Background: an optimization exercise with open tools, aiming at small area. Do not read the settings as production practice. The RTL was checked by simulation tests, not by an equivalence proof against the original design. Power is estimated from default activity; no workload was simulated.

File: flow/run.sh
#!/bin/bash
set -euo pipefail
bash standard.sh \
  "BUFFER_PORTS_ARGS=-buffer_cell sky130_fd_sc_hd__buf_1" \
  "CTS_ARGS=-sink_clustering_enable -repair_clock_nets -dont_use_dummy_load -buf_list sky130_fd_sc_hd__clkbuf_4 -root_buf sky130_fd_sc_hd__clkbuf_8 -sink_clustering_size 9 -sink_clustering_max_diameter 40" \
  RECOVER_POWER=100 \
  finish > standard.log 2>&1
File: standard.sh
#!/bin/bash
# synth_recipe.tcl (not shown) runs the flow's synth.tcl, then flattens the netlist and writes it again
# the make line also repeats each setting of config.mk as NAME=value (left out here)
make -C /OpenROAD-flow-scripts/flow DESIGN_CONFIG=/design/flow/config.mk WORK_HOME=/design/flow/orfs CLKGATE_MAP_FILE= SYNTH_SCRIPT=/design/flow/synth_recipe.tcl "${@:-finish}"
File: config.mk
export PLATFORM = sky130hd
export DESIGN_NAME = twms
export DESIGN_NICKNAME = twms
export VERILOG_FILES = /design/flow/design.v
export SDC_FILE = /design/flow/constraint.sdc
export NUM_CORES = 4
export LEC_CHECK = 0
export ABC_AREA = 1
export CAP_MARGIN = 20
export CORE_MARGIN = 2
export CORE_UTILIZATION = 40
export PLACE_DENSITY = 0.6
export SLEW_MARGIN = 20
File: constraint.sdc
create_clock -name core_clock -period 10.0 [get_ports {clk}]
set_input_delay 2.0000 -clock core_clock [delete_from_list [all_inputs] [get_ports {clk}]]
set_output_delay 2.0000 -clock core_clock [all_outputs]
set_load 0.01 [all_outputs]
File: design.v
module twms_decode (
  input  logic [1:0]  port,        
  input  logic [31:0] w,           
  input  logic        halted,
  input  logic [1:0]  avail,       
  output logic [16:0] op,          
  output logic [2:0]  reason       
);
  logic z27_26, z25_24, z23_22, z21_8, z7, z6_5, z4_3, z2_0;
  assign z27_26 = (w[27:26] == 2'b0);
  assign z25_24 = (w[25:24] == 2'b0);
  assign z23_22 = (w[23:22] == 2'b0);
  assign z21_8  = (w[21:8]  == 14'b0);
  assign z7     = ~w[7];
  assign z6_5   = (w[6:5]   == 2'b0);
  assign z4_3   = (w[4:3]   == 2'b0);
  assign z2_0   = (w[2:0]   == 3'b0);
  logic z23_8, z7_0, z23_3, z27_3;
  assign z23_8 = z23_22 & z21_8;
  assign z7_0  = z7 & z6_5 & z4_3 & z2_0;
  assign z23_3 = z23_8 & z7 & z6_5 & z4_3;
  assign z27_3 = z27_26 & z25_24 & z23_3;
  logic host, env, sev;
  assign host = (port == 2'd0);
  assign env  = (port == 2'd1);
  assign sev  = (port == 2'd2);
  logic [15:0] n;    
  always_comb begin
    n = '0;
    n[w[31:28]] = 1'b1;
  end
  logic bus_bad, cnt_bad, lvl_bad;
  assign bus_bad = w[27];
  assign cnt_bad = (w[9:7] == 3'd0) || (w[9] && (w[8] || w[7]));
  assign lvl_bad = w[2] && (w[1] || w[0]);
  assign op[0]  = n[1];
  assign op[1]  = n[2];
  assign op[2]  = n[3];
  assign op[3]  = n[4];
  assign op[4]  = n[5];
  assign op[5]  = n[6];
  assign op[6]  = n[7];
  assign op[7]  = n[8];
  assign op[8]  = n[9];
  assign op[9]  = n[10];
  assign op[10] = n[11];
  assign op[11] = n[12];
  assign op[12] = n[13] & z25_24;
  assign op[13] = n[13] & (w[25:24] == 2'd1);
  assign op[14] = n[13] & (w[25:24] == 2'd2);
  assign op[15] = n[14] & (w[27:24] == 4'd0);
  assign op[16] = n[14] & (w[27:24] == 4'd1);
  logic rx_sev, rx_raise;
  assign rx_sev   = (w[25:24] == 2'd1);
  assign rx_raise = (w[23:22] == 2'd1);
  logic ok_form, in_range, busy;
  assign ok_form =
      (op[0]  & host & z6_5) |
      ((op[1] | op[3]) & host & z25_24 & z23_8 & z7_0) |
      (op[2]  & host & z23_8) |
      ((op[4] | op[5]) & host & z27_26 & z25_24 & z23_8 & z7 & z6_5) |
      ((op[6] | op[9] | op[10]) & host & z27_3 & z2_0) |
      ((op[7] | op[8]) & host & z27_3) |
      (op[11] & sev & z23_8 & (w[25:24] != 2'd3) & (rx_sev | z7_0)) |
      (op[12] & env & z21_8 & (w[23:22] != 2'd3) & (rx_raise | z7_0)) |
      (op[13] & host & z23_3) |
      (op[14] & host & z23_3 & z2_0) |
      (op[15] & host & z23_3 & z2_0) |
      (op[16] & env  & z23_3 & z2_0);
  assign in_range = ~(((op[0] | op[1] | op[2] | op[3] | op[11] | op[12] | op[13] | op[14]) & bus_bad) |
                      (op[0] & cnt_bad) |
                      ((op[7] | op[8]) & lvl_bad));
  assign busy = (op[0] | op[2]) & ~avail[w[26]];
  always_comb begin
    if (halted && !(host && w == 32'hE000_0000))
      reason = 3'd4;         
    else if (!ok_form)
      reason = 3'd1;         
    else if (!in_range)
      reason = 3'd2;         
    else if (busy)
      reason = 3'd3;         
    else
      reason = 3'd0;
  end
endmodule
module twms (
  input  logic        clk,
  input  logic        rst,           
  input  logic        cmd_valid,
  input  logic [1:0]  cmd_port,      
  input  logic [31:0] cmd_word,
  output logic        rsp_valid,
  output logic        rsp_ok,
  output logic [31:0] rsp_data,
  output logic [1:0]  bo0_cnt,       
  output logic [10:0] bo0_act0,
  output logic [10:0] bo0_act1,
  output logic [1:0]  bo1_cnt,       
  output logic [10:0] bo1_act0,
  output logic [10:0] bo1_act1,
  output logic        sleep_valid,   
  output logic [2:0]  sleep_level,
  output logic        pwr_asleep,    
  output logic [2:0]  pwr_level,
  output logic        halt,          
  output logic [2:0]  fcode,
  output logic [7:0]  finfo
);
  localparam logic [2:0] R_ZERO = 3'd0, R_XSTAT = 3'd1, R_BUFRD = 3'd2, R_EVPEND = 3'd3,
                         R_CDA = 3'd4, R_SLEEP = 3'd5, R_IRQSTAT = 3'd6, R_FSTAT = 3'd7;
  logic [1:0][2:0]  state_q;
  logic [1:0]       mode_q;
  logic [1:0][6:0]  paddr_q;
  logic [1:0][7:0]  raddr_q;
  logic [1:0][1:0]  rem_q;         
  logic [1:0][31:0] buf_q;
  logic [1:0][4:0]  evid_q;
  logic [1:0][2:0]  if_q;
  logic [1:0][2:0]  ien_q;
  logic [1:0][7:0]  rxdata_q;
  logic [31:0]      ev_q;
  logic [4:0][2:0]  vote_q;
  logic [1:0]       fcode_q;
  logic [5:0]       finfo_q;
  logic             asleep_q;
  logic [2:0]       plevel_q;
  logic             rsp_valid_q;
  logic [3:0]       rsp_code_q;
  logic             step_bus_q;
  logic             emit_q;
  logic halt_q;
  assign halt_q = fcode_q[1] | fcode_q[0];
  logic [1:0] avail;
  assign avail[0] = (state_q[0] == 3'd0);
  assign avail[1] = (state_q[1] == 3'd0);
  logic [16:0] op;
  logic [2:0]  reason;
  twms_decode u_decode (
    .port   (cmd_port),
    .w      (cmd_word),
    .halted (halt_q),
    .avail  (avail),
    .op     (op),
    .reason (reason)
  );
  logic ex;    
  assign ex = cmd_valid & (reason == 3'd0);
  logic [4:0] nz;
  logic [2:0] cda;
  always_comb begin
    for (int l = 0; l < 5; l++) nz[l] = (vote_q[l] != 3'd0);
    if (nz[0])      cda = 3'd0;
    else if (nz[1]) cda = 3'd1;
    else if (nz[2]) cda = 3'd2;
    else if (nz[3]) cda = 3'd3;
    else            cda = 3'd4;
  end
  logic [2:0] pend0, pend1, pend;
  logic       dlv_bus;
  logic [1:0] dlv_kind;
  logic       dlv;
  assign pend0    = if_q[0] & ien_q[0];
  assign pend1    = if_q[1] & ien_q[1];
  assign dlv_bus  = (pend0 == 3'b0);
  assign pend     = dlv_bus ? pend1 : pend0;
  assign dlv_kind = pend[0] ? 2'd0 : (pend[1] ? 2'd1 : 2'd2);
  assign dlv      = ~cmd_valid & ~halt_q & ((pend0 | pend1) != 3'b0);
  logic       b;           
  logic [1:0] k;           
  logic       sub;         
  logic [7:0] wd;          
  assign b   = cmd_valid ? cmd_word[26] : dlv_bus;
  assign k   = cmd_valid ? cmd_word[25:24] : dlv_kind;
  assign sub = (ex & op[11]) | dlv;
  assign wd  = cmd_valid ? cmd_word[7:0] : rxdata_q[dlv_bus];
  logic [2:0] st, st_ext;
  logic [1:0] rem_b;       
  logic       last;        
  assign st      = state_q[b];
  assign st_ext  = (st == 3'd7) ? 3'd4 : st;
  assign rem_b   = rem_q[b];
  assign last    = (rem_b == 2'd0);
  logic h_addr, h_reg, h_rst, h_rx, h_wr, h_stop, h_ok;
  assign h_addr = (st == 3'd1) & (k == 2'd0);
  assign h_reg  = (st == 3'd2) & (k == 2'd0);
  assign h_rst  = (st == 3'd3) & (k == 2'd0);
  assign h_rx   = ((st == 3'd3) | (st == 3'd5)) & (k == 2'd1);
  assign h_wr   = ((st == 3'd4) | (st == 3'd7)) & (k == 2'd0);
  assign h_stop = (st == 3'd6) & (k == 2'd2);
  assign h_ok   = h_addr | h_reg | h_rst | h_rx | h_wr | h_stop;
  logic       v_inc, v_dec;
  logic [2:0] lvl, vsel, vnew;
  logic       v_fatal;
  assign v_inc   = ex & (op[0] | op[7]);
  assign v_dec   = (ex & op[8]) | (sub & h_stop);
  assign lvl     = (cmd_valid & (cmd_word[31:29] == 3'b100)) ? cmd_word[2:0] : 3'd2;
  assign vsel    = vote_q[lvl];
  assign vnew    = v_inc ? (vsel + 3'd1) : (vsel - 3'd1);
  assign v_fatal = (v_inc & (vsel == 3'd5)) | (v_dec & (vsel == 3'd0));
  logic fatal;
  assign fatal = v_fatal | (sub & ~h_ok);
  logic [1:0] fcode_new;
  logic [5:0] finfo_new;
  assign fcode_new = (sub & ~h_ok) ? 2'd1 : (v_inc ? 2'd3 : 2'd2);
  assign finfo_new = (sub & ~h_ok) ? {b, st_ext, k} : {3'b0, lvl};
  logic [2:0] st_new;
  always_comb begin
    if (ex & op[0])  st_new = 3'd1;
    else if (h_addr) st_new = mode_q[b] ? 3'd2 : 3'd7;
    else if (h_reg)  st_new = 3'd3;
    else if (h_rst)  st_new = 3'd5;
    else if (h_rx)   st_new = last ? 3'd6 : 3'd5;
    else if (h_wr)   st_new = last ? 3'd6 : 3'd4;
    else             st_new = 3'd0;
  end
  logic st_we, rem_we, xs, bw;
  logic [1:0] lane;
  assign xs     = ex & op[0];
  assign st_we  = xs | sub;
  assign rem_we = xs | (sub & (k[0] | (st[2] & ~k[1])));
  assign bw     = (ex & op[2]) | (sub & h_rx);
  assign lane   = (cmd_valid & ~cmd_word[31]) ? cmd_word[25:24] : rem_b;
  logic       ev_we, ev_val;
  logic [4:0] ev_idx;
  assign ev_we  = (ex & (op[4] | op[5])) | (sub & h_stop);
  assign ev_idx = (cmd_valid & ~cmd_word[31]) ? cmd_word[4:0] : evid_q[b];
  assign ev_val = (cmd_valid & ~cmd_word[31]) ? cmd_word[28] : 1'b1;
  logic [3:0] rsp_code;
  always_comb begin
    if (reason != 3'd0)  rsp_code = {1'b0, reason};
    else if (fatal)      rsp_code = 4'd5;
    else if (op[1])      rsp_code = {1'b1, R_XSTAT};
    else if (op[3])      rsp_code = {1'b1, R_BUFRD};
    else if (op[6])      rsp_code = {1'b1, R_EVPEND};
    else if (op[9])      rsp_code = {1'b1, R_CDA};
    else if (op[10])     rsp_code = {1'b1, R_SLEEP};
    else if (op[14])     rsp_code = {1'b1, R_IRQSTAT};
    else if (op[15])     rsp_code = {1'b1, R_FSTAT};
    else                 rsp_code = {1'b1, R_ZERO};
  end
  logic emit;
  assign emit = ~fatal & (xs | (sub & (h_addr | h_reg | h_rx | h_wr)));
  logic [7:0] wdr;
  logic       evr;
  assign wdr = wd & {8{~rst}};
  assign evr = ev_val & ~rst;
  always_ff @(posedge clk) begin
    for (int x = 0; x < 2; x++) begin
      for (int l = 0; l < 4; l++)
        if (rst | (bw & (b == x[0]) & (lane == l[1:0]))) buf_q[x][8*l +: 8] <= wdr;
      if (rst | (ex & op[12] & (b == x[0]) & (cmd_word[23:22] == 2'd1))) rxdata_q[x] <= wdr;
    end
    for (int i = 0; i < 32; i++)
      if (rst | (ev_we & (ev_idx == i[4:0]))) ev_q[i] <= evr;
  end
  logic [1:0] rem_in;
  assign rem_in = (xs ? cmd_word[8:7] : rem_b) - 2'd1;
  always_ff @(posedge clk) begin
    for (int x = 0; x < 2; x++) begin
      if (rst | (st_we & (b == x[0])))      state_q[x] <= st_new & {3{~rst}};
      if (rst | (xs & (b == x[0])))         mode_q[x]  <= cmd_word[25] & ~rst;
      if (rst | (rem_we & (b == x[0])))     rem_q[x]   <= rem_in & {2{~rst}};
      if (rst | (ex & op[13] & (b == x[0]))) ien_q[x]  <= cmd_word[2:0] | {3{rst}};
      for (int f = 0; f < 3; f++)
        if (rst | (ex & op[12] & (b == x[0]) & (cmd_word[23:22] == f[1:0])) |
            (dlv & (dlv_bus == x[0]) & (dlv_kind == f[1:0])))
          if_q[x][f] <= ~rst & cmd_valid;
    end
    for (int l = 0; l < 5; l++)
      if (rst | ((v_inc | v_dec) & (lvl == l[2:0]))) vote_q[l] <= vnew & {3{~rst}};
    if (rst | fatal) begin
      fcode_q <= fcode_new & {2{~rst}};
      finfo_q <= finfo_new & {6{~rst}};
    end
    if (rst | (ex & (op[10] | op[16])) | sub) asleep_q <= ~rst & ex & op[10];
    rsp_valid_q <= ~rst & cmd_valid;
    emit_q      <= ~rst & emit;
  end
  always_ff @(posedge clk) begin
    if (xs) begin
      paddr_q[b] <= cmd_word[24:18];
      raddr_q[b] <= cmd_word[17:10];
      evid_q[b]  <= cmd_word[4:0];
    end
    if (ex & op[10]) plevel_q <= cda;
    rsp_code_q <= rsp_code;
    step_bus_q <= b;
  end
  logic [2:0] so;         
  logic [2:0] so_ext;
  logic [31:0] bsel;
  logic [7:0]  lane_o;
  assign so     = state_q[step_bus_q];
  assign so_ext = (so == 3'd7) ? 3'd4 : so;
  assign bsel   = buf_q[step_bus_q];
  logic [1:0] ro;
  assign ro = rem_q[step_bus_q];
  always_comb begin
    case (ro)
      2'd3:    lane_o = bsel[7:0];
      2'd0:    lane_o = bsel[15:8];
      2'd1:    lane_o = bsel[23:16];
      default: lane_o = bsel[31:24];
    endcase
  end
  logic [2:0] rem_x;
  assign rem_x = ((so == 3'd0) | (so == 3'd6)) ? 3'd0 : ({1'b0, ro} + 3'd1);
  logic ok;
  logic [2:0] kind;
  assign ok   = rsp_code_q[3];
  assign kind = rsp_code_q[2:0];
  logic s_rs, s_xs, s_bu, s_ev, s_cd, s_iq, s_fs;
  assign s_rs = ~ok;
  assign s_xs = ok & (kind == R_XSTAT);
  assign s_bu = ok & (kind == R_BUFRD);
  assign s_ev = ok & (kind == R_EVPEND);
  assign s_cd = ok & ((kind == R_CDA) | (kind == R_SLEEP));
  assign s_iq = ok & (kind == R_IRQSTAT);
  assign s_fs = ok & (kind == R_FSTAT);
  assign rsp_data = ({32{s_bu}} & bsel) | ({32{s_ev}} & ev_q) |
                    ({32{s_rs}} & {29'b0, kind}) |
                    ({32{s_xs}} & {24'b0, mode_q[step_bus_q], rem_x, so_ext, so == 3'd0}) |
                    ({32{s_cd}} & {29'b0, cda}) |
                    ({32{s_iq}} & {16'b0, rxdata_q[step_bus_q], 2'b0, ien_q[step_bus_q], if_q[step_bus_q]}) |
                    ({32{s_fs}} & {16'b0, 2'b0, finfo_q, 4'b0, 1'b0, fcode_q, halt_q});
  assign rsp_valid = rsp_valid_q;
  assign rsp_ok    = ok;
  logic [1:0]  cnt;
  logic [10:0] a0;
  assign cnt[1] = emit_q & ((so == 3'd1) | (so == 3'd3) | (so == 3'd6));
  assign cnt[0] = emit_q & ~cnt[1];
  always_comb begin
    case (so)
      3'd1, 3'd3: a0 = 11'h000;                                     
      3'd2, 3'd7: a0 = {3'b100, raddr_q[step_bus_q]};                
      3'd5:       a0 = 11'h200;                                     
      3'd6:       a0 = mode_q[step_bus_q] ? 11'h300 : {3'b100, lane_o};  
      default:    a0 = {3'b100, lane_o};                            
    endcase
  end
  assign bo0_cnt  = step_bus_q ? 2'b0 : cnt;
  assign bo1_cnt  = step_bus_q ? cnt : 2'b0;
  assign bo0_act0 = a0;
  assign bo1_act0 = a0;
  assign bo0_act1 = {~so[2], 1'b0, so[2], paddr_q[0] & {7{~so[2]}}, so[1] & so[0]};
  assign bo1_act1 = {~so[2], 1'b0, so[2], paddr_q[1] & {7{~so[2]}}, so[1] & so[0]};
  assign sleep_valid = rsp_valid_q & ok & (kind == R_SLEEP);
  assign sleep_level = plevel_q;
  assign pwr_asleep  = asleep_q;
  assign pwr_level   = plevel_q;
  assign halt        = halt_q;
  assign fcode       = {1'b0, fcode_q};
  assign finfo       = {2'b0, finfo_q};
endmodule
==> results of run 1 <==
## worst max-delay path, stage by stage
cell and delay, ns:
buf_1 0.07, clkbuf_1 1.00, inv_1 0.41, a21boi_0 0.27
clkbuf_1 0.84, o21ai_0 0.45, inv_1 0.29, nor2_1 0.10
nor2_1 0.09, nand2_1 0.12, o22ai_1 0.32, nand2_1 0.18
o21ai_0 1.05
## stage by stage
stage	instances	area [µm²]	setup slack, ns	utilization, %	total power, µW
after global routing	1723	12000	2.56	43.5	1960
after detailed placement	1687	11900	4.53	42.9	1430
after CTS	1722	12100	4.34	44.0	1890
after floorplan	1231	11200	4.99	-	1310
final	1724	12000	2.95	43.5	1880
after global placement	1687	11900	4.62	42.9	1430
## layer usage
metal / GRT usage [%] / vias up / part of all wire, %
li1: - / 4364 / -
met1: 30.3 / 4320 / 41
met2: 39.0 / 390 / 46
met3: 4.46 / 84 / 7.9
met4: 11.1 / 0 / 4.7
met5: 0 / - / 0
## cell type report
| type | instances | area (µm²) |
|---|---|---|
| Fill cell | 2816 | 15600 |
| Sequential cell | 210 | 6240 |
| Multi-Input combinational cell | 817 | 3950 |
| Timing Repair Buffer | 142 | 544 |
| Inverter | 141 | 529 |
| Tap cell | 378 | 473 |
| Clock buffer | 35 | 294 |
| Antenna cell | 1 | 2.50 |
## power groups by stage
| stage | Clock (µW) | Combinational (µW) | Sequential [µW] |
|---|---|---|---|
| 6_report | 471 | 348 | 1060 |
| 3_5_place_dp | 0 | 350 | 1080 |
| 5_1_grt | 512 | 384 | 1070 |
| 2_1_floorplan | 0 | 239 | 1070 |
| 3_3_place_gp | 0 | 350 | 1080 |
| 4_1_cts | 482 | 352 | 1060 |
## final timing paths
check	from	endpoint	slack, ns	cells after the start
setup / recovery	cmd_valid	buf_q[61]	2.95	13
hold / removal	vote_q[2]	plevel_q[1]	0.73	3
setup reg to reg	if_q[1]	buf_q[61]	4.89	12
hold reg to reg	vote_q[2]	plevel_q[1]	0.73	3
## logic make-up after synthesis
group / count (synthesis) / share of synthesized area (%)
mux: 6 / 0.539
flops: 210 / 56.0
other cells: 1 / 0.0337
compound gates: 223 / 12.0
xor+xnor: 1 / 0.0786
buf+inv: 204 / 7.87
simple gates: 573 / 22.4
fa+ha+maj: 9 / 1.08
## cells in the mapped netlist, drive strengths merged (2+ instances only)
master   number
mux2i         6
o311ai        5
a21boi        2
o21ai       130
a221oi        2
ha            8
o31ai         3
o211ai        5
nor3         13
inv         141
a22o         14
dfxtp         7
nand2       353
edfxtp      203
a31oi         2
buf          34
nor3b         3
nor2        132
nand4        17
a21oi        27
a22oi         5
clkbuf       29
o22ai         7
o221ai        2
o2111ai       4
or2           3
o21bai        8
a211oi        3
nand3        51
==> impl_metrics.json, run 1 <==
{
  "gp_congestion": 0.932,
  "drt_iter0_drc": 969,
  "yosysTopAreaCellShare_pct": 54.7,
  "ys_ff_latch": 210,
  "cts_setup_buffers": 0,
  "cp.arrival_ns": 7.20,
  "clock_latency_ns": 0.54,
  "core_um2": 27600,
  "synthCells": 1227,
  "worst_clock_skew_ns": 0.0900,
  "p_sw_share_pct": 30.6,
  "fp.dieH_um": 171,
  "final_max_slew_viol_count": 180,
  "intPower_uw": 1300,
  "p_seq_share_pct": 56.4,
  "timing.hold.ws_ns": 0.726,
  "cts_tree": "done",
  "comb_power_share_pct": 18.5,
  "worst_pin_slew_ns": 2.75,
  "worstPathRequired_ns": 10.15,
  "initial_core_util_pct": 40.3,
  "ys_seq_area_share_pct": 56.0,
  "violations": "capacitance limit, slew limit",
  "dr.pass1.iters": 7,
  "drc": 0,
  "grt_pass1_wl_mm": 51.2,
  "ys.flop_type": "edfxtp_1",
  "die_width_um": 171,
  "drive_gt1_share_pct": 5.28,
  "setup_viol": 0,
  "clkPwrFrac_pct": 25.1,
  "areaGrowthSynthToFinish_pct": 7.92,
  "max_freq_ghz": 0.142,
  "synth.area.top_cells": "edfxtp_1, nand2_1, inv_1, o21ai_0, nor2_1",
  "h-tree-depth": 2,
  "finalNetCount": 1393,
  "synth-edff-count": 203,
  "ctsHoldBuffers": 0,
  "pin_count": 139,
  "synth_largest_area_cell": "edfxtp_1",
  "grt_usage_pct": 23.7,
  "synth_area_um2": 11100,
  "post_drt_via_cell_ratio": 5.31,
  "powerDensity_nw_per_um2": 156,
  "cp-start-kind": "primary input",
  "rsz0062_at_grt": "no",
  "final_common_cell": "nand2_1",
  "finalSetupTns_ns": 0,
  "hold_violations": 0,
  "cts.repair.resized": 0,
  "p_switching_uw": 575,
  "vias": 9158,
  "synth.distinct_cells": 56,
  "endpoint_kind": "register",
  "p_leak_uw": 0.00470,
  "finalCritPeriodShare_pct": 70.5,
  "post_drt_wl_per_cell_um": 20.0,
  "clock-sinks": 210,
  "cts_made_buffers": 35,
  "drv_cap": 6,
  "clk_pin_slew_ns": 0.08,
  "grt_pass1_vias": 8662,
  "slew_headroom_pct": -83.4,
  "port-buffer-count": 133,
  "period_needed_ns": 7.05,
  "drtAntennaViolNets": 0,
  "cts.path.max_buffers": 3,
  "mostFrequentLayoutCells": "nand2_1, edfxtp_1, inv_1",
  "critical_path.max_fanout": 26,
  "hpwlAfterDp_mm": 26.0,
  "grt_antenna_before_repair": 1,
  "min_path_type": "register to register",
  "cts_root_buf": "clkbuf_8",
  "drt-total-wl_mm": 34.5,
  "yosysWarnings": 2,
  "criticalPathCategory": "primary input to register",
  "grt_max_degree": 71,
  "synth_area_per_cell_um2": 9.08,
  "ys_async_sr_fraction_pct": 0,
  "peakVddDrop_v": 0.0000982,
  "status": "finished with violations",
  "die-area_um2": 29200,
  "overflow": 0,
  "rows": 61
}
==> run 2: changes to the inputs <==
--- a/design.v
+++ b/design.v
@@ -26,8 +26,7 @@
   assign sev  = (port == 2'd2);
   logic [15:0] n;    
   always_comb begin
-    n = '0;
-    n[w[31:28]] = 1'b1;
+    for (int i = 0; i < 16; i++) n[i] = (w[31:28] == i[3:0]);
   end
   logic bus_bad, cnt_bad, lvl_bad;
   assign bus_bad = w[27];
@@ -195,9 +194,36 @@
   assign v_inc   = ex & (op[0] | op[7]);
   assign v_dec   = (ex & op[8]) | (sub & h_stop);
   assign lvl     = (cmd_valid & (cmd_word[31:29] == 3'b100)) ? cmd_word[2:0] : 3'd2;
-  assign vsel    = vote_q[lvl];
-  assign vnew    = v_inc ? (vsel + 3'd1) : (vsel - 3'd1);
-  assign v_fatal = (v_inc & (vsel == 3'd5)) | (v_dec & (vsel == 3'd0));
+  always_comb begin
+    case (lvl)
+      3'd0:    vsel = vote_q[0];
+      3'd1:    vsel = vote_q[1];
+      3'd2:    vsel = vote_q[2];
+      3'd3:    vsel = vote_q[3];
+      default: vsel = vote_q[4];
+    endcase
+  end
+  always_comb begin
+    case ({v_inc, vsel})
+      4'b1_000: vnew = 3'd1;
+      4'b1_001: vnew = 3'd2;
+      4'b1_010: vnew = 3'd3;
+      4'b1_011: vnew = 3'd4;
+      4'b1_100: vnew = 3'd5;
+      4'b1_101: vnew = 3'd6;
+      4'b1_110: vnew = 3'd7;
+      4'b1_111: vnew = 3'd0;
+      4'b0_000: vnew = 3'd7;
+      4'b0_001: vnew = 3'd0;
+      4'b0_010: vnew = 3'd1;
+      4'b0_011: vnew = 3'd2;
+      4'b0_100: vnew = 3'd3;
+      4'b0_101: vnew = 3'd4;
+      4'b0_110: vnew = 3'd5;
+      default:  vnew = 3'd6;
+    endcase
+  end
+  assign v_fatal = (v_inc & vsel[2] & vsel[0]) | (v_dec & (vsel == 3'd0));    
   logic fatal;
   assign fatal = v_fatal | (sub & ~h_ok);
   logic [1:0] fcode_new;
@@ -255,7 +281,9 @@
       if (rst | (ev_we & (ev_idx == i[4:0]))) ev_q[i] <= evr;
   end
   logic [1:0] rem_in;
-  assign rem_in = (xs ? cmd_word[8:7] : rem_b) - 2'd1;
+  logic [1:0] rem_pre;
+  assign rem_pre = xs ? cmd_word[8:7] : rem_b;
+  assign rem_in  = {rem_pre[1] ~^ rem_pre[0], ~rem_pre[0]};
   always_ff @(posedge clk) begin
     for (int x = 0; x < 2; x++) begin
       if (rst | (st_we & (b == x[0])))      state_q[x] <= st_new & {3{~rst}};
@@ -305,7 +333,7 @@
     endcase
   end
   logic [2:0] rem_x;
-  assign rem_x = ((so == 3'd0) | (so == 3'd6)) ? 3'd0 : ({1'b0, ro} + 3'd1);
+  assign rem_x = ((so == 3'd0) | (so == 3'd6)) ? 3'd0 : {ro[1] & ro[0], ro[1] ^ ro[0], ~ro[0]};
   logic ok;
   logic [2:0] kind;
   assign ok   = rsp_code_q[3];
==> flow/run.sh (replaced) <==
#!/bin/bash
# The standard layout (standard.sh) with two changes: the port buffers are
# the smallest buffer (buf_1), and the clock tree uses clkbuf_8 buffers with
# clusters of at most 14 sinks and no dummy loads.
set -euo pipefail
bash standard.sh \
  "BUFFER_PORTS_ARGS=-buffer_cell sky130_fd_sc_hd__buf_1" \
  "CTS_ARGS=-sink_clustering_enable -repair_clock_nets -dont_use_dummy_load -buf_list sky130_fd_sc_hd__clkbuf_8 -root_buf sky130_fd_sc_hd__clkbuf_8 -sink_clustering_size 14 -sink_clustering_max_diameter 60" \
  finish > standard.log 2>&1
==> run 2 against run 1 <==
Against the previous run:
- now clean on timing, DRC and antenna
- combinational power shrank 5%
- global-route usage fell by 0.23 points
- non-clock buffer count decreased by 1
- register-to-register slack gained 0.76 ns
- sequential share of layout area is 0.75 points higher
- synthesized cell count shrank 3.7%
- design area is 1.4% lower
- critical path depth down 1
- highest routed layer unchanged
==> impl_metrics.json, run 2 <==
{
  "peakVddDrop_v": 0.0000764,
  "synth.top_cells.by_count": "nand2_1, edfxtp_1, inv_1",
  "drc": 0,
  "core_um2": 26900,
  "clock_latency_ns": 0.52,
  "synth_top_family_by_area": "simple AND/OR/NAND/NOR gates",
  "ys_ff_latch": 210,
  "synth.area.top_cells": "edfxtp_1, nand2_1, o21ai_0, inv_1, nor2_1",
  "overflow": 0,
  "drtAntennaViolNets": 0,
  "criticalPathCategory": "primary input to register",
  "post_drt_wl_per_cell_um": 20.8,
  "hpwlAfterDp_mm": 25.7,
  "synthCells": 1182,
  "cp.arrival_ns": 6.27,
  "drv_cap": 0,
  "cts_root_buf": "clkbuf_8",
  "fp.dieH_um": 169,
  "vias": 8739,
  "finalCritPeriodShare_pct": 61.2,
  "synth.distinct_cells": 55,
  "ys.flop_type": "edfxtp_1",
  "nFillCells": 2617,
  "pre_cts_ws_ns": 3.31,
  "rsz0062_at_grt": "no",
  "grt_max_degree": 64,
  "yosys.area_share.simple_pct": 19.6,
  "cts.path.max_buffers": 3,
  "gp_congestion": 0.913,
  "powerDensity_nw_per_um2": 156,
  "grt_pass1_wl_mm": 50.0,
  "endpoint_kind": "register",
  "port-buffer-count": 133,
  "mostFrequentLayoutCells": "nand2_1, edfxtp_1, inv_1",
  "finalWorstSetupSlack_ns": 3.88,
  "rows": 60,
  "grt_pass1_vias": 8259,
  "worst_clock_skew_ns": 0.0475,
  "dr.pass1.iters": 5,
  "ctsHoldBuffers": 0,
  "min_path_type": "register to register",
  "synth_area_um2": 10900,
  "ys_seq_area_share_pct": 57.3,
  "final-seq-area_um2": 6240,
  "setup_viol": 0,
  "slew_headroom_pct": 29.8,
  "cts.repair.resized": 0,
  "yosysWarnings": 2,
  "clock-sinks": 210,
  "worst_pin_slew_ns": 1.05,
  "grt_antenna_before_repair": 0,
  "status": "finished clean",
  "critical_path.max_fanout": 24,
  "h-tree-depth": 1,
  "yosys.area_share.xor_xnor_pct": 0.0804,
  "pin_count": 139,
  "cts_tree": "done",
  "synthAdderAreaFrac_pct": 0.919,
  "period_needed_ns": 6.12,
  "drt-total-wl_mm": 33.8,
  "die_width_um": 169,
  "hold_violations": 0,
  "yosysMostFrequentCell": "nand2_1",
  "drive_gt1_share_pct": 4.75,
  "initial_core_util_pct": 40.5,
  "post_drt_via_cell_ratio": 5.37,
  "cp-start-kind": "primary input",
  "max_freq_ghz": 0.163,
  "diodes": 0,
  "grt_usage_pct": 23.4,
  "synth-edff-count": 203,
  "cts_made_buffers": 21,
  "synth_area_per_cell_um2": 9.21,
  "ys_async_sr_fraction_pct": 0,
  "synth_compound_area_share_pct": 13.4,
  "multi_input_area_um2": 3820,
  "p_leak_uw": 0.00458,
  "drt_iter0_drc": 924,
  "final_max_slew_viol_count": 0,
  "yosysTopAreaCellShare_pct": 56.0,
  "final_common_cell": "nand2_1",
  "synth.area.mux_share_pct": 0.735,
  "cts_setup_buffers": 0,
  "areaGrowthSynthToFinish_pct": 8.85,
  "clk_pin_slew_ns": 0.08,
  "finalNetCount": 1332,
  "die-area_um2": 28600,
  "synth_largest_area_cell": "edfxtp_1",
  "worstPathRequired_ns": 10.15,
  "finalSetupTns_ns": 0
}
[run 2: worst paths after layout]
path / to / slack, ns / startpoint / cells after the start
worst max-delay path: buf_q[46] / 3.88 / cmd_valid / 12
worst min-delay path: plevel_q[2] / 0.74 / vote_q[8] / 3
worst max register to register: buf_q[46] / 5.65 / ien_q[0] / 12
worst min register to register: plevel_q[2] / 0.74 / vote_q[8] / 3
[run 2: layout make-up]
type | count | share of cell area (%)
Timing Repair Buffer | 141 | 4.72
Inverter | 139 | 4.40
Sequential cell | 210 | 52.6
Clock buffer | 21 | 2.44
Multi-Input combinational cell | 774 | 32.2
Tap cell | 341 | 3.60
[run 2: metrics by stage]
step                total power [µW]  cell area (µm²)  util, %  hold WS (ns)  instances
floorplan                       1290            10900        -         0.649       1186
global placement                1400            11600     43.0         0.710       1605
detailed placement              1400            11600     43.0         0.712       1605
CTS                             1850            11900     44.1         0.725       1626
global route                    1920            11900     44.1         0.754       1626
finish                          1850            11900     44.1         0.736       1626
[run 2: worst max-delay path: stages]
cell and delay, ns:
buf_1 0.76, inv_1 0.40, a21boi_4 0.62, inv_2 0.29
or2_2 0.35, o21ai_2 0.10, nor2_1 0.09, nor2_1 0.09
nand2_1 0.10, o22ai_1 0.32, nand2_1 0.28, o21ai_0 0.83
[run 2: logic make-up (layout without fill, tap and decap cells)]
group / count (synthesis) / after routing
AND/OR/NAND/NOR: 512 / 512
AO/OA/AOI/OAI: 240 / 240
flip-flops: 210 / 210
buffers and inverters: 202 / 301
adder cells (fa/ha/maj): 8 / 8
multiplexers: 8 / 8
other: 1 / 5
XOR/XNOR: 1 / 1
[run 2: power by group]
group / internal (µW) / leakage, µW / switching [µW] / total (µW)
Combinational: 81.9 / 0.00237 / 249 / 331
Sequential: 1030 / 0.00206 / 26.4 / 1060
Clock: 187 / 0.000151 / 272 / 460
Total: 1300 / 0.00458 / 548 / 1850
[run 2: metal layers]
layer / global-route usage (%) / routed length, µm / vias up
met4: 6.95 / 1070 / 0
met5: 0 / 0 / -
met2: 41.0 / 16500 / 331
met1: 30.8 / 14100 / 4157
met3: 2.64 / 2080 / 56
li1: - / - / 4195
==> run 3: changes to the inputs <==
--- a/design.v
+++ b/design.v
@@ -306,8 +306,10 @@
     emit_q      <= ~rst & emit;
   end
   always_ff @(posedge clk) begin
+    for (int x = 0; x < 2; x++)
+      if ((xs | (sub & (st[2] | (st[1] & st[0])))) & (b == x[0]))
+        paddr_q[x] <= cmd_word[24:18] & {7{cmd_valid & ~cmd_word[31]}};
     if (xs) begin
-      paddr_q[b] <= cmd_word[24:18];
       raddr_q[b] <= cmd_word[17:10];
       evid_q[b]  <= cmd_word[4:0];
     end
@@ -371,8 +373,8 @@
   assign bo1_cnt  = step_bus_q ? cnt : 2'b0;
   assign bo0_act0 = a0;
   assign bo1_act0 = a0;
-  assign bo0_act1 = {~so[2], 1'b0, so[2], paddr_q[0] & {7{~so[2]}}, so[1] & so[0]};
-  assign bo1_act1 = {~so[2], 1'b0, so[2], paddr_q[1] & {7{~so[2]}}, so[1] & so[0]};
+  assign bo0_act1 = {~so[2], 1'b0, so[2], paddr_q[0], so[1] & so[0]};
+  assign bo1_act1 = {~so[2], 1'b0, so[2], paddr_q[1], so[1] & so[0]};
   assign sleep_valid = rsp_valid_q & ok & (kind == R_SLEEP);
   assign sleep_level = plevel_q;
   assign pwr_asleep  = asleep_q;
==> run 3 against run 2 <==
Against the previous run:
- still clean
- global-route usage up 0.44 points
- power up 1.2%
- die area rose by 0.68%
- clock power up 2%
- flip-flop and latch count did not move
- critical path type is now register to output port
- largest power group unchanged
==> impl_metrics.json, run 3 <==
{
  "status": "finished clean",
  "pin_count": 139,
  "areaGrowthSynthToFinish_pct": 8.55,
  "clk_pin_slew_ns": 0.09,
  "p_leak_uw": 0.00462,
  "synth.area.mux_share_pct": 1.00,
  "stdcell_count": 1627,
  "drive_gt1_share_pct": 6.22,
  "yosys.area_share.xor_xnor_pct": 0,
  "diodes": 0,
  "finalNetCount": 1333,
  "final_max_slew_viol_count": 0,
  "cts_tree": "done",
  "hold_violations": 0,
  "grt_pass1_wl_mm": 51.3,
  "synth-edff-count": 203,
  "worstReg2RegEnd": "buf_q[46]",
  "synth.top_cells.by_count": "nand2_1, edfxtp_1, nor2_1",
  "crit_end": "bo1_act0[6]",
  "grt_max_degree": 75,
  "ys_ff_latch": 210,
  "yosysTopAreaCellShare_pct": 55.6,
  "max_freq_ghz": 0.178,
  "post_drt_via_cell_ratio": 5.54,
  "overflow": 0,
  "cts.path.max_buffers": 3,
  "criticalPathCategory": "register to output port",
  "grt_usage_pct": 23.9,
  "core_um2": 27000,
  "rr_startpoint": "if_q[1]",
  "synth_area_per_cell_um2": 9.26,
  "finalSetupTns_ns": 0,
  "cp-start-kind": "register",
  "synth.area.top_cells": "edfxtp_1, nand2_1, nor2_1, o21ai_0, inv_1",
  "r2r_cells": 13,
  "grt_pass1_vias": 8512,
  "drt-total-wl_mm": 34.6,
  "fin_util_pct": 44.2,
  "peakVddDrop_v": 0.0000907,
  "dp_cells": 1606,
  "yosysMostFrequentCell": "nand2_1",
  "dr.pass1.iters": 5,
  "gp_congestion": 0.961,
  "initial_core_util_pct": 40.7,
  "ys.flop_type": "edfxtp_1",
  "drt_iter0_drc": 980,
  "synth_top_family_by_area": "simple AND/OR/NAND/NOR gates",
  "total_power_uw": 1870,
  "powerDensity_nw_per_um2": 157,
  "synthAdderAreaFrac_pct": 0.913,
  "slew_headroom_pct": 33.4,
  "endpoint_kind": "output port",
  "vias": 9007,
  "die_width_um": 170,
  "cts.repair.resized": 0,
  "drc": 0,
  "timing.hold.ws_ns": 0.733,
  "finalCritPeriodShare_pct": 56.1,
  "grt_antenna_before_repair": 0,
  "ys_async_sr_fraction_pct": 0,
  "cts_made_buffers": 21,
  "drtAntennaViolNets": 0,
  "port-buffer-count": 133,
  "die-area_um2": 28800,
  "synth.distinct_cells": 55,
  "post_drt_wl_per_cell_um": 21.3,
  "worst_pin_slew_ns": 0.999,
  "worstPathRequired_ns": 8.00,
  "min_path_type": "register to register",
  "synth_largest_area_cell": "edfxtp_1",
  "rows": 60,
  "worst_clock_skew_ns": 0.0655,
  "cp.arrival_ns": 3.61,
  "yosysWarnings": 2,
  "mostFrequentLayoutCells": "nand2_1, edfxtp_1, nor2_1",
  "synth_area_um2": 11000,
  "final_common_cell": "nand2_1",
  "nFillCells": 2619,
  "synthCells": 1184,
  "clock-sinks": 210,
  "cts_setup_buffers": 0,
  "rrSetupSlack_ns": 6.37,
  "ctsHoldBuffers": 0,
  "h-tree-depth": 1,
  "critical_path.max_fanout": 74,
  "hpwlAfterDp_mm": 26.6,
  "ys_seq_area_share_pct": 56.9,
  "clock_latency_ns": 0.55,
  "drv_cap": 0,
  "setup_viol": 0,
  "rsz0062_at_grt": "no",
  "yosys.area_share.simple_pct": 20.9,
  "synth_compound_area_share_pct": 12.6,
  "fp.dieH_um": 170,
  "cts_root_buf": "clkbuf_8",
  "crit_path_start": "step_bus_q",
  "period_needed_ns": 5.61
}
[run 3: changes by cell type in the layout (fill, tap and decap cells not counted), moves of 4 or more]
cell	before	now
o21ai_1	30	23
nor4_1	4	0
inv_1	137	122
nand2_1	310	292
nand3_1	29	48
o21ai_0	105	95
nor2_1	116	134
o32ai_1	0	7
nor2_2	4	8
[run 3: worst min-delay path by stage]
stage / from / end / slack (ns) / cells past startpoint
final: vote_q[7] / plevel_q[2] / 0.73 / 3
after floorplan: vote_q[7] / plevel_q[2] / 0.65 / 3
after CTS: vote_q[7] / plevel_q[2] / 0.74 / 3
after global placement: vote_q[4] / plevel_q[1] / 0.71 / 3
after global routing: vote_q[7] / plevel_q[2] / 0.78 / 3
after detailed placement: vote_q[7] / plevel_q[2] / 0.72 / 3
[run 3: power by group]
part           total, µW  switching, µW  leakage (µW)  internal [µW]
logic                340            254       0.00240           85.4
clock network        469            281      0.000151            187
registers           1060           27.9       0.00206           1030
[run 3: logic make-up after synthesis]
family / Yosys count
AO/OA/AOI/OAI: 224
adder cells (fa/ha/maj): 8
buffers and inverters: 193
flip-flops: 210
multiplexers: 11
other: 1
AND/OR/NAND/NOR: 537
[run 3: metrics by stage]
stage	setup slack [ns]	instance area [µm²]
floorplan	5.22	11000
global placement	4.25	11600
detailed placement	4.15	11600
CTS	4.36	11900
global route	4.12	11900
finish	4.39	11900
[run 3: layout make-up]
cell class                 count  area [µm²]  share of cell area, %
inverter                     128         485                   4.08
sequential                   210        6240                   52.4
multi-input combinational    785        3900                   32.8
clock buffer                  21         289                   2.43
tap                          341         427                   3.58
timing repair buffer         142         567                   4.76
[run 3: critical path: stages, from the launching register on]
cell and delay, ns:
dfxtp_2 0.33, buf_4 0.62, nand2_1 0.10, o21ai_1 0.48
inv_1 0.33, nor2_1 0.22, a21oi_1 0.11, buf_4 0.21
nor2_1 0.10, o21ai_0 0.16, o31ai_1 0.19, buf_1 0.20
[run 3: routing by layer]
metal / part of all wire [%] / routed length [µm] / global-route usage [%] / vias up
li1: - / - / - / 4221
met1: 42 / 14400 / 31.5 / 4292
met5: 0 / 0 / 0 / -
met4: 3.1 / 1090 / 6.80 / 0
met2: 47 / 16400 / 40.0 / 426
met3: 8.0 / 2750 / 4.71 / 68
==> run 4: changes to the inputs <==
==> flow/run.sh (replaced) <==
#!/bin/bash
# The standard layout (standard.sh) with two changes: the port buffers are
# the smallest buffer (buf_1), and the clock tree uses clkbuf_8 buffers with
# clusters of at most 14 sinks and no dummy loads.
set -euo pipefail
bash standard.sh \
  "BUFFER_PORTS_ARGS=-buffer_cell sky130_fd_sc_hd__buf_1" \
  "CTS_ARGS=-sink_clustering_enable -repair_clock_nets -dont_use_dummy_load -buf_list sky130_fd_sc_hd__clkbuf_2 -root_buf sky130_fd_sc_hd__clkbuf_8 -sink_clustering_size 6 -sink_clustering_max_diameter 25" \
  finish > standard.log 2>&1
==> run 4 against run 3 <==
Against the previous run:
- sequential share of layout area decreased by 0.52 points
- maximum frequency increased by 0.56%
- register-to-register slack about the same
- design area increased by 1.0%
- utilization increased by 0.45 points
- critical path depth decreased by 5
- wire length increased by 1.0%
- global-route usage increased by 0.41 points
- worst setup slack improved by 0.031 ns
- clock skew increased by 0.026 ns
- combinational power about the same
- first-iteration DRC count decreased by 4.6%
- critical path type unchanged
- critical endpoint is now rsp_data[0]
- largest cell class unchanged
==> impl_metrics.json, run 4 <==
{
  "core_um2": 27000,
  "gp_congestion": 0.961,
  "drv_cap": 0,
  "clock-sinks": 210,
  "timing.hold.ws_ns": 0.717,
  "die-area_um2": 28800,
  "cts.repair.resized": 0,
  "peakVddDrop_v": 0.0000777,
  "clock_latency_ns": 0.56,
  "min_to": "plevel_q[2]",
  "worst_pin_slew_ns": 1.01,
  "synth.area.top_cells": "edfxtp_1, nand2_1, nor2_1, o21ai_0, inv_1",
  "rr_startpoint": "if_q[1]",
  "dr.pass1.iters": 5,
  "yosysTopAreaCellShare_pct": 55.6,
  "r2r_cells": 13,
  "clk_pin_slew_ns": 0.07,
  "synth_largest_area_cell": "edfxtp_1",
  "diodes": 0,
  "final_area_um2": 12000,
  "synthCells": 1184,
  "min_path_type": "register to register",
  "synth.distinct_cells": 55,
  "finalSetupTns_ns": 0,
  "die_width_um": 170,
  "grt_pass1_wl_mm": 52.0,
  "synth_area_um2": 11000,
  "drt_iter0_drc": 935,
  "cp-start-kind": "register",
  "worst_clock_skew_ns": 0.0910,
  "finalNetCount": 1378,
  "drc": 0,
  "pin_count": 139,
  "areaGrowthSynthToFinish_pct": 9.64,
  "ys.flop_type": "edfxtp_1",
  "synth_compound_area_share_pct": 12.6,
  "final_max_slew_viol_count": 0,
  "drt-total-wl_mm": 34.9,
  "ctsHoldBuffers": 0,
  "dp_cells": 1606,
  "min_path_cells": 3,
  "synth_area_per_cell_um2": 9.26,
  "placed_area_um2": 11600,
  "powerDensity_nw_per_um2": 163,
  "setup_viol": 0,
  "cts.path.max_buffers": 3,
  "cp.arrival_ns": 3.58,
  "cts_root_buf": "clkbuf_8",
  "drtAntennaViolNets": 0,
  "drive_gt1_share_pct": 9.39,
  "cts_setup_buffers": 0,
  "period_needed_ns": 5.58,
  "port-buffer-count": 133,
  "h-tree-depth": 3,
  "endpoint_kind": "output port",
  "rows": 60,
  "hpwlAfterDp_mm": 26.6,
  "synth_top_family_by_area": "simple AND/OR/NAND/NOR gates",
  "worstPathRequired_ns": 8.00,
  "final_common_cell": "nand2_1",
  "grt_max_degree": 75,
  "yosys.area_share.simple_pct": 20.9,
  "stdcell_count": 1672,
  "synth.top_cells.by_count": "nand2_1, edfxtp_1, nor2_1",
  "ys_seq_area_share_pct": 56.9,
  "fp.dieH_um": 170,
  "yosysWarnings": 2,
  "post_drt_via_cell_ratio": 5.49,
  "synth.area.mux_share_pct": 1.00,
  "grt_pass1_vias": 8871,
  "worstReg2RegEnd": "buf_q[42]",
  "synthAdderAreaFrac_pct": 0.913,
  "nFillCells": 2649,
  "min_from": "vote_q[7]",
  "rsz0062_at_grt": "no",
  "synth-edff-count": 203,
  "yosysMostFrequentCell": "nand2_1",
  "finalCritPeriodShare_pct": 55.8,
  "yosys.area_share.xor_xnor_pct": 0,
  "vias": 9178,
  "criticalPathCategory": "register to output port",
  "cts_made_buffers": 66,
  "grt_antenna_before_repair": 0,
  "p_leak_uw": 0.00477,
  "hold_violations": 0,
  "ys_ff_latch": 210,
  "rrSetupSlack_ns": 6.37,
  "initial_core_util_pct": 40.7,
  "overflow": 0,
  "critical_path.max_fanout": 74,
  "post_drt_wl_per_cell_um": 20.9,
  "ys_async_sr_fraction_pct": 0,
  "max_freq_ghz": 0.179,
  "grt_usage_pct": 24.3,
  "status": "finished clean",
  "cts_tree": "done",
  "slew_headroom_pct": 31.6,
  "mostFrequentLayoutCells": "nand2_1, edfxtp_1, nor2_1"
}
run 4: layout make-up:
class / count / area (µm²) / share of cell area [%]
flip-flops and latches: 210 / 6240 / 51.9
multi-input cells: 785 / 3900 / 32.4
repair buffers: 142 / 567 / 4.71
inverters: 128 / 485 / 4.04
well taps: 341 / 427 / 3.55
clock buffers: 66 / 409 / 3.40
run 4: critical path: stages, from the launching register on:
cell and delay [ns]:
dfxtp_2 0.32, buf_4 0.63, o21ai_1 0.51, inv_1 0.33, nand2_1 0.16, o311ai_0 0.86
buf_1 0.23
run 4: kinds of logic (layout without fill, tap and decap cells):
group / count (synthesis) / in the layout
AND/OR/NAND/NOR: 537 / 537
AO/OA/AOI/OAI: 224 / 224
flip-flops: 210 / 210
buffers and inverters: 193 / 336
multiplexers: 11 / 11
adder cells (fa/ha/maj): 8 / 8
other: 1 / 5
run 4: per-stage QoR:
stage	setup WS (ns)	total power, µW	utilization (%)
6_report	4.42	1960	44.6
5_1_grt	4.14	2050	44.6
4_1_cts	4.40	1970	44.6
3_5_place_dp	4.15	1420	43.1
3_3_place_gp	4.25	1410	43.1
2_1_floorplan	5.22	1300	-
run 4: how the worst max path moves through the flow:
| stage | from | endpoint | depth (start not counted) |
|---|---|---|---|
| final | step_bus_q | rsp_data[0] | 6 |
| after global routing | cmd_valid | finfo_q[4] | 12 |
| after CTS | step_bus_q | bo1_act0[6] | 11 |
| after detailed placement | cmd_valid | buf_q[55] | 12 |
| after global placement | cmd_valid | buf_q[51] | 12 |
| after floorplan | step_bus_q | bo1_act0[5] | 13 |
run 4: report_power, final:
group	internal [µW]	switching [µW]	total, µW
clock	232	326	558
combinational	85.4	255	340
sequential	1030	28.0	1060
run 4: per-layer routing:
metal / global-route usage, % / wire, µm / vias to the layer above
met2: 40.0 / 16500 / 455
met1: 31.1 / 14300 / 4332
met4: 8.96 / 1020 / 0
li1: - / - / 4327
met3: 5.95 / 3080 / 64
met5: 0 / 0 / -
==> run 5: changes to the inputs <==
--- a/design.v
+++ b/design.v
@@ -179,7 +179,7 @@
   assign st      = state_q[b];
   assign st_ext  = (st == 3'd7) ? 3'd4 : st;
   assign rem_b   = rem_q[b];
-  assign last    = (rem_b == 2'd0);
+  assign last    = (rem_b == 2'd1);
   logic h_addr, h_reg, h_rst, h_rx, h_wr, h_stop, h_ok;
   assign h_addr = (st == 3'd1) & (k == 2'd0);
   assign h_reg  = (st == 3'd2) & (k == 2'd0);
@@ -203,27 +203,8 @@
       default: vsel = vote_q[4];
     endcase
   end
-  always_comb begin
-    case ({v_inc, vsel})
-      4'b1_000: vnew = 3'd1;
-      4'b1_001: vnew = 3'd2;
-      4'b1_010: vnew = 3'd3;
-      4'b1_011: vnew = 3'd4;
-      4'b1_100: vnew = 3'd5;
-      4'b1_101: vnew = 3'd6;
-      4'b1_110: vnew = 3'd7;
-      4'b1_111: vnew = 3'd0;
-      4'b0_000: vnew = 3'd7;
-      4'b0_001: vnew = 3'd0;
-      4'b0_010: vnew = 3'd1;
-      4'b0_011: vnew = 3'd2;
-      4'b0_100: vnew = 3'd3;
-      4'b0_101: vnew = 3'd4;
-      4'b0_110: vnew = 3'd5;
-      default:  vnew = 3'd6;
-    endcase
-  end
-  assign v_fatal = (v_inc & vsel[2] & vsel[0]) | (v_dec & (vsel == 3'd0));    
+  assign vnew = v_inc ? {vsel[1], vsel[0], ~vsel[2]} : {~vsel[0], vsel[2], vsel[1]};
+  assign v_fatal = (v_inc & vsel[2] & ~vsel[1]) | (v_dec & ~vsel[2] & ~vsel[0]);   
   logic fatal;
   assign fatal = v_fatal | (sub & ~h_ok);
   logic [1:0] fcode_new;
@@ -246,7 +227,7 @@
   assign st_we  = xs | sub;
   assign rem_we = xs | (sub & (k[0] | (st[2] & ~k[1])));
   assign bw     = (ex & op[2]) | (sub & h_rx);
-  assign lane   = (cmd_valid & ~cmd_word[31]) ? cmd_word[25:24] : rem_b;
+  assign lane   = (cmd_valid & ~cmd_word[31]) ? cmd_word[25:24] : rem_b - 2'd1;
   logic       ev_we, ev_val;
   logic [4:0] ev_idx;
   assign ev_we  = (ex & (op[4] | op[5])) | (sub & h_stop);
@@ -281,9 +262,7 @@
       if (rst | (ev_we & (ev_idx == i[4:0]))) ev_q[i] <= evr;
   end
   logic [1:0] rem_in;
-  logic [1:0] rem_pre;
-  assign rem_pre = xs ? cmd_word[8:7] : rem_b;
-  assign rem_in  = {rem_pre[1] ~^ rem_pre[0], ~rem_pre[0]};
+  assign rem_in = xs ? cmd_word[8:7] : {rem_b[1] ~^ rem_b[0], ~rem_b[0]};
   always_ff @(posedge clk) begin
     for (int x = 0; x < 2; x++) begin
       if (rst | (st_we & (b == x[0])))      state_q[x] <= st_new & {3{~rst}};
@@ -328,14 +307,14 @@
   assign ro = rem_q[step_bus_q];
   always_comb begin
     case (ro)
-      2'd3:    lane_o = bsel[7:0];
-      2'd0:    lane_o = bsel[15:8];
-      2'd1:    lane_o = bsel[23:16];
+      2'd0:    lane_o = bsel[7:0];
+      2'd1:    lane_o = bsel[15:8];
+      2'd2:    lane_o = bsel[23:16];
       default: lane_o = bsel[31:24];
     endcase
   end
   logic [2:0] rem_x;
-  assign rem_x = ((so == 3'd0) | (so == 3'd6)) ? 3'd0 : {ro[1] & ro[0], ro[1] ^ ro[0], ~ro[0]};
+  assign rem_x = ((so == 3'd0) | (so == 3'd6)) ? 3'd0 : {ro == 2'd0, ro};
   logic ok;
   logic [2:0] kind;
   assign ok   = rsp_code_q[3];
==> flow/run.sh (replaced) <==
#!/bin/bash
# The standard layout (standard.sh) with two changes: the port buffers are
# the smallest buffer (buf_1), and the clock tree uses clkbuf_8 buffers with
# clusters of at most 14 sinks and no dummy loads.
set -euo pipefail
bash standard.sh \
  "BUFFER_PORTS_ARGS=-buffer_cell sky130_fd_sc_hd__buf_1" \
  "CTS_ARGS=-sink_clustering_enable -repair_clock_nets -dont_use_dummy_load -buf_list sky130_fd_sc_hd__clkbuf_8 -root_buf sky130_fd_sc_hd__clkbuf_8 -sink_clustering_size 14 -sink_clustering_max_diameter 60" \
  finish > standard.log 2>&1
==> run 5 against run 4 <==
Against the previous run:
- largest power group unchanged
- clock-buffer cell count down 45
- combinational power down 3%
- clock skew down 0.028 ns
- die area down 2.0%
- utilization up 0.083 points
- maximum frequency down 4.9%
- final cell count down 4.2%
- synthesized cell count down 2.0%
==> impl_metrics.json, run 5 <==
{
  "cts_root_buf": "clkbuf_8",
  "core_um2": 26200,
  "clk_pin_slew_ns": 0.08,
  "cp-start-kind": "register",
  "gp_congestion": 1.02,
  "final-seq-area_um2": 6240,
  "drt-total-wl_mm": 34.1,
  "drc": 0,
  "max_freq_ghz": 0.170,
  "worstPathRequired_ns": 8.00,
  "slowest_delay_ns": 0.66,
  "clock-sinks": 210,
  "ys_ff_latch": 210,
  "finalSetupTns_ns": 0,
  "p_leak_uw": 0.00444,
  "finalNetCount": 1307,
  "drt_iter0_drc": 944,
  "overflow": 0,
  "synth.area.top_cells": "edfxtp_1, nand2_1, o21ai_0, inv_1, nor2_1",
  "die-area_um2": 28200,
  "final_common_cell": "nand2_1",
  "powerDensity_nw_per_um2": 158,
  "synthCells": 1160,
  "ys_seq_area_share_pct": 58.0,
  "crit_path_start": "step_bus_q",
  "worst_clock_skew_ns": 0.0631,
  "post_drt_wl_per_cell_um": 21.3,
  "vias": 8866,
  "cp_common_cell": "buf_4",
  "ctsHoldBuffers": 0,
  "final_area_um2": 11700,
  "hpwlAfterDp_mm": 25.5,
  "die_width_um": 168,
  "critical_path.max_fanout": 67,
  "setup_viol": 0,
  "fin_util_pct": 44.7,
  "timing.hold.ws_ns": 0.706,
  "status": "finished clean",
  "dr.pass1.iters": 6,
  "fp.dieH_um": 168,
  "period_needed_ns": 5.87,
  "nFillCells": 2565,
  "cp.arrival_ns": 3.87,
  "min_path_type": "register to register",
  "criticalPathCategory": "register to output port",
  "dp_cells": 1581,
  "synth-edff-count": 203,
  "min_from": "vote_q[0]",
  "cts_setup_buffers": 0,
  "synth.distinct_cells": 53,
  "final_max_slew_viol_count": 0,
  "placed_area_um2": 11400,
  "synth.top_cells.by_count": "nand2_1, edfxtp_1, inv_1",
  "h-tree-depth": 1,
  "rows": 59,
  "initial_core_util_pct": 41.0,
  "port-buffer-count": 133,
  "worst_pin_slew_ns": 1.09,
  "areaGrowthSynthToFinish_pct": 9.02,
  "rsz0062_at_grt": "no",
  "ys_async_sr_fraction_pct": 0,
  "grt_pass1_vias": 8273,
  "cts.path.max_buffers": 3,
  "clock_latency_ns": 0.55,
  "cp_cell_sequence": "buf_4, inv_1, buf_4, nand2_1, a21oi_1, a2111oi_0, nand3_1, buf_1",
  "yosysTopAreaCellShare_pct": 56.7,
  "mostFrequentLayoutCells": "nand2_1, edfxtp_1, buf_1",
  "yosysWarnings": 2,
  "drtAntennaViolNets": 0,
  "pin_count": 139,
  "cts.repair.resized": 0,
  "synth_area_um2": 10700,
  "ys.flop_type": "edfxtp_1",
  "post_drt_via_cell_ratio": 5.53,
  "finalCritPeriodShare_pct": 58.7,
  "yosysMostFrequentCell": "nand2_1",
  "grt_antenna_before_repair": 0,
  "cp_slowest_cell": "buf_4",
  "stdcell_count": 1602,
  "synth_largest_area_cell": "edfxtp_1",
  "diodes": 0,
  "rr_startpoint": "ien_q[1]",
  "grt_usage_pct": 23.7,
  "drive_gt1_share_pct": 6.24,
  "endpoint_kind": "output port",
  "drv_cap": 0,
  "cts_made_buffers": 21,
  "synth_area_per_cell_um2": 9.26,
  "hold_violations": 0,
  "grt_pass1_wl_mm": 50.1,
  "grt_max_degree": 72,
  "multi_input_area_um2": 3740,
  "slew_headroom_pct": 27.3,
  "cts_tree": "done",
  "peakVddDrop_v": 0.0000817
}
[run 5: changes by cell type after synthesis, sizes merged, moves of 8 or more]
cell | before | now
nor2 | 147 | 116
nand2 | 303 | 325
buf | 41 | 30
a22o | 9 | 0
a31o | 0 | 8
o22ai | 10 | 2
[run 5: layer usage]
metal | GRT usage (%) | share of wire [%] | up-vias
met4 | 7.83 | 3.7 | 0
met3 | 3.81 | 8.0 | 83
li1 | - | - | 4128
met1 | 32.0 | 42 | 4220
met5 | 0.174 | 0 | -
met2 | 39.1 | 47 | 435
[run 5: critical path, delay by kind of cell (launching register included)]
family	cells	cell delay, ns
DFF	1	0.43
buffers and inverters	4	1.88
and+or+nand+nor	2	0.31
AOI/OAI and AO/OA	2	0.71
[run 5: per-stage QoR]
| stage | power [µW] | worst slack, ns |
|---|---|---|
| 2_1_floorplan | 1290 | 5.52 |
| 5_1_grt | 1920 | 3.97 |
| 4_1_cts | 1860 | 4.09 |
| 3_3_place_gp | 1400 | 4.27 |
| 6_report | 1850 | 4.13 |
| 3_5_place_dp | 1400 | 4.38 |
[run 5: kinds of logic (layout without fill, tap and decap cells)]
group / count (synthesis) / after routing / synth area share, %
buffers and inverters: 183 / 286 / 7.37
AND/OR/NAND/NOR: 526 / 526 / 20.7
AO/OA/AOI/OAI: 228 / 228 / 12.8
multiplexers: 10 / 10 / 0.932
flip-flops: 210 / 210 / 58.0
other: 1 / 5 / 0.0349
XOR/XNOR: 1 / 1 / 0.0815
adder cells (fa/ha/maj): 1 / 1 / 0.116
[run 5: path summary, 6_finish.rpt]
kind | cells after the start | end | slack [ns]
hold reg to reg | 3 | plevel_q[2] | 0.71
setup reg to reg | 9 | ev_q[10] | 5.63
hold / removal | 3 | plevel_q[2] | 0.71
setup / recovery | 8 | rsp_data[2] | 4.13
[run 5: layout make-up]
class | count | area share [%]
flip-flops and latches | 210 | 53.2
repair buffers | 143 | 4.90
inverters | 122 | 3.91
clock buffers | 21 | 2.47
well taps | 335 | 3.58
multi-input cells | 771 | 31.9
[run 5: power breakdown]
part / total [µW] / internal [µW] / switching (µW)
clock: 466 / 187 / 278
sequential: 1050 / 1030 / 22.8
combinational: 331 / 83.1 / 248
==> run 6: changes to the inputs <==
--- a/design.v
+++ b/design.v
@@ -267,7 +267,6 @@
     for (int x = 0; x < 2; x++) begin
       if (rst | (st_we & (b == x[0])))      state_q[x] <= st_new & {3{~rst}};
       if (rst | (xs & (b == x[0])))         mode_q[x]  <= cmd_word[25] & ~rst;
-      if (rst | (rem_we & (b == x[0])))     rem_q[x]   <= rem_in & {2{~rst}};
       if (rst | (ex & op[13] & (b == x[0]))) ien_q[x]  <= cmd_word[2:0] | {3{rst}};
       for (int f = 0; f < 3; f++)
         if (rst | (ex & op[12] & (b == x[0]) & (cmd_word[23:22] == f[1:0])) |
@@ -288,6 +287,7 @@
     for (int x = 0; x < 2; x++)
       if ((xs | (sub & (st[2] | (st[1] & st[0])))) & (b == x[0]))
         paddr_q[x] <= cmd_word[24:18] & {7{cmd_valid & ~cmd_word[31]}};
+    if (rem_we) rem_q[b] <= rem_in;
     if (xs) begin
       raddr_q[b] <= cmd_word[17:10];
       evid_q[b]  <= cmd_word[4:0];
--- a/config.mk
+++ b/config.mk
@@ -8,6 +8,6 @@
 export ABC_AREA = 1
 export CAP_MARGIN = 20
 export CORE_MARGIN = 2
-export CORE_UTILIZATION = 40
-export PLACE_DENSITY = 0.6
+export CORE_UTILIZATION = 45
+export PLACE_DENSITY = 0.65
 export SLEW_MARGIN = 20
==> run 6 against run 5 <==
Against the previous run:
- worst setup slack better by 0.050 ns
- global-route usage up 2.1 points
- wire length down 5.5%
- design area down 0.69%
- final cell count down 0.87%
- die area down 11%
- via count down 1.6%
- sequential share of layout area up 0.37 points
- clock power about the same
- worst hold slack worse by 0.0092 ns
- synthesized area down 0.70%
==> impl_metrics.json, run 6 <==
{
  "max_freq_ghz": 0.172,
  "synthCells": 1160,
  "cts.repair.resized": 0,
  "yosysWarnings": 2,
  "h-tree-depth": 1,
  "fp.dieH_um": 158,
  "rows": 56,
  "endpoint_kind": "output port",
  "criticalPathCategory": "register to output port",
  "ys_seq_area_share_pct": 58.4,
  "clock_latency_ns": 0.55,
  "final_max_slew_viol_count": 0,
  "crit_family": "buffers and inverters",
  "port-buffer-count": 133,
  "drtAntennaViolNets": 0,
  "slew_headroom_pct": 28.6,
  "cp-start-kind": "register",
  "post_drt_via_cell_ratio": 5.49,
  "period_needed_ns": 5.82,
  "finalSetupTns_ns": 0,
  "drive_gt1_share_pct": 5.20,
  "yosys.area_share.xor_xnor_pct": 0.0821,
  "synth.area.top_cells": "edfxtp_1, nand2_1, o21ai_0, inv_1, nor2_1",
  "clock-sinks": 210,
  "grt_pass1_wl_mm": 47.8,
  "peakVddDrop_v": 0.0000759,
  "cp.arrival_ns": 3.82,
  "drt_iter0_drc": 882,
  "synth_top_family_by_area": "simple AND/OR/NAND/NOR gates",
  "yosys.area_share.simple_pct": 20.5,
  "critPathBufInv": 4,
  "ys_ff_latch": 210,
  "dr.pass1.iters": 6,
  "overflow": 0,
  "synth_area_um2": 10700,
  "synth_area_per_cell_um2": 9.20,
  "hold_violations": 0,
  "vias": 8724,
  "critical_path.max_fanout": 56,
  "synth.distinct_cells": 51,
  "cts_tree": "done",
  "cp_cell_sequence": "buf_4, clkinv_1, buf_4, nand2_1, nand2_1, a22o_1, a221oi_1, o21ai_0, buf_1",
  "gp_congestion": 0.956,
  "mostFrequentLayoutCells": "nand2_1, edfxtp_1, buf_1",
  "grt_antenna_before_repair": 0,
  "cts_setup_buffers": 0,
  "die-area_um2": 25000,
  "status": "finished clean",
  "worst_clock_skew_ns": 0.0678,
  "worst_pin_slew_ns": 1.07,
  "p_leak_uw": 0.00458,
  "final_common_cell": "nand2_1",
  "grt_max_degree": 69,
  "setup_viol": 0,
  "grt_pass1_vias": 8160,
  "areaGrowthSynthToFinish_pct": 9.03,
  "placed_area_um2": 11300,
  "die_width_um": 158,
  "drc": 0,
  "drv_cap": 0,
  "core_um2": 23400,
  "grt_usage_pct": 25.8,
  "ys_async_sr_fraction_pct": 0,
  "min_path_type": "register to register",
  "powerDensity_nw_per_um2": 157,
  "fin_util_pct": 49.7,
  "synth.area.mux_share_pct": 0.657,
  "drt-total-wl_mm": 32.2,
  "rsz0062_at_grt": "no",
  "synth_compound_area_share_pct": 12.6,
  "clk_pin_slew_ns": 0.09,
  "synth-edff-count": 203,
  "synth_largest_area_cell": "edfxtp_1",
  "finalCritPeriodShare_pct": 58.2,
  "finalNetCount": 1309,
  "yosysMostFrequentCell": "nand2_1",
  "post_drt_wl_per_cell_um": 20.3,
  "synth.top_cells.by_count": "nand2_1, edfxtp_1, inv_1",
  "yosysTopAreaCellShare_pct": 57.1,
  "cp_slowest_cell": "clkinv_1",
  "ctsHoldBuffers": 0,
  "pin_count": 139,
  "hpwlAfterDp_mm": 24.6,
  "final_area_um2": 11600,
  "cts_root_buf": "clkbuf_8",
  "diodes": 0,
  "worstPathRequired_ns": 8.00,
  "ys.flop_type": "edfxtp_1",
  "synthAdderAreaFrac_pct": 0.117,
  "slowest_delay_ns": 0.71,
  "initial_core_util_pct": 45.6,
  "cts_made_buffers": 21,
  "cts.path.max_buffers": 3
}
run 6: layout make-up:
cell class              count  area [µm²]
multi-input cells         766        3650
fillers                  2281       11800
inverters                 129         487
clock buffers              21         289
well taps                 319         399
repair buffers            143         572
flip-flops and latches    210        6240
run 6: worst paths after layout:
kind	start	to	slack (ns)	depth (start not counted)
setup / recovery	step_bus_q	bo1_act0[7]	4.18	9
hold / removal	vote_q[6]	plevel_q[2]	0.70	3
setup reg to reg	ien_q[0]	buf_q[45]	6.00	13
hold reg to reg	vote_q[6]	plevel_q[2]	0.70	3
run 6: worst min-delay path, delay by kind of cell, from the launching register on:
family,cells,cell delay (ns)
AND/OR/NAND/NOR,2,0.15
flip-flops,1,0.34
buffers and inverters,1,0.07
run 6: kinds of logic (layout without fill, tap and decap cells):
family                   after synthesis  count (layout)
AO/OA/AOI/OAI                        226             226
other                                  1               5
adder cells (fa/ha/maj)                1               1
multiplexers                           7               7
XOR/XNOR                               1               1
flip-flops                           210             210
buffers and inverters                188             293
AND/OR/NAND/NOR                      526             526
run 6: report_power, final:
part	switching, µW	internal (µW)
clock network	276	187
logic	231	75.2
registers	24.1	1030
run 6: metrics by stage:
step / setup WS [ns] / instances / hold slack [ns] / power (µW)
floorplan: 5.34 / 1164 / 0.650 / 1270
global placement: 4.13 / 1566 / 0.710 / 1370
detailed placement: 4.09 / 1566 / 0.718 / 1380
CTS: 4.20 / 1587 / 0.699 / 1820
global route: 3.89 / 1588 / 0.737 / 1900
finish: 4.18 / 1588 / 0.697 / 1820
run 6: layer usage:
| layer | vias up | global-route usage (%) | part of all wire, % |
|---|---|---|---|
| met1 | 4081 | 33.9 | 40 |
| met3 | 87 | 3.61 | 7.5 |
| met2 | 417 | 43.1 | 48 |
| li1 | 4139 | - | - |
| met5 | - | 0 | 0 |
| met4 | 0 | 10.8 | 4.2 |

afterwards: timing with drivers on the ports:
In the flow no input, the clock included, has a driving cell. The finished layouts below were timed again as built, in two steps. Step 1 assumes that a clkbuf_16 drives the clock port and a buf_2 every other input. Step 2 times the ports against the registers' clock, not the clock port: input delays grow and output delays shrink by t, the midpoint of the rising clock arrivals with the driver on. Slacks: ideal / step 1 / step 2; pairs: ideal / step 1.
run	shift t [ns]	slack for setup (ns)	latest minus earliest clock arrival (ns)	worst register clock-pin slew, ns	worst data-port slew with drivers (ns)
run 1	0.536	2.951 / 2.971 / 2.435	0.090 / 0.090	0.11 / 0.11	0.04
run 2	0.550	3.876 / 3.892 / 3.342	0.072 / 0.072	0.09 / 0.09	0.08
run 3	0.566	4.389 / 4.344 / 4.006	0.066 / 0.066	0.10 / 0.10	0.05
run 4	0.558	4.420 / 4.375 / 3.973	0.095 / 0.094	0.11 / 0.11	0.06
run 5	0.566	4.133 / 4.088 / 4.253	0.063 / 0.063	0.10 / 0.10	0.04
run 6	0.556	4.183 / 4.139 / 4.334	0.067 / 0.068	0.10 / 0.10	0.04
The setup slack of run 2, which loses most, moves by +0.016 ns with the drivers and by -0.534 ns with both steps.
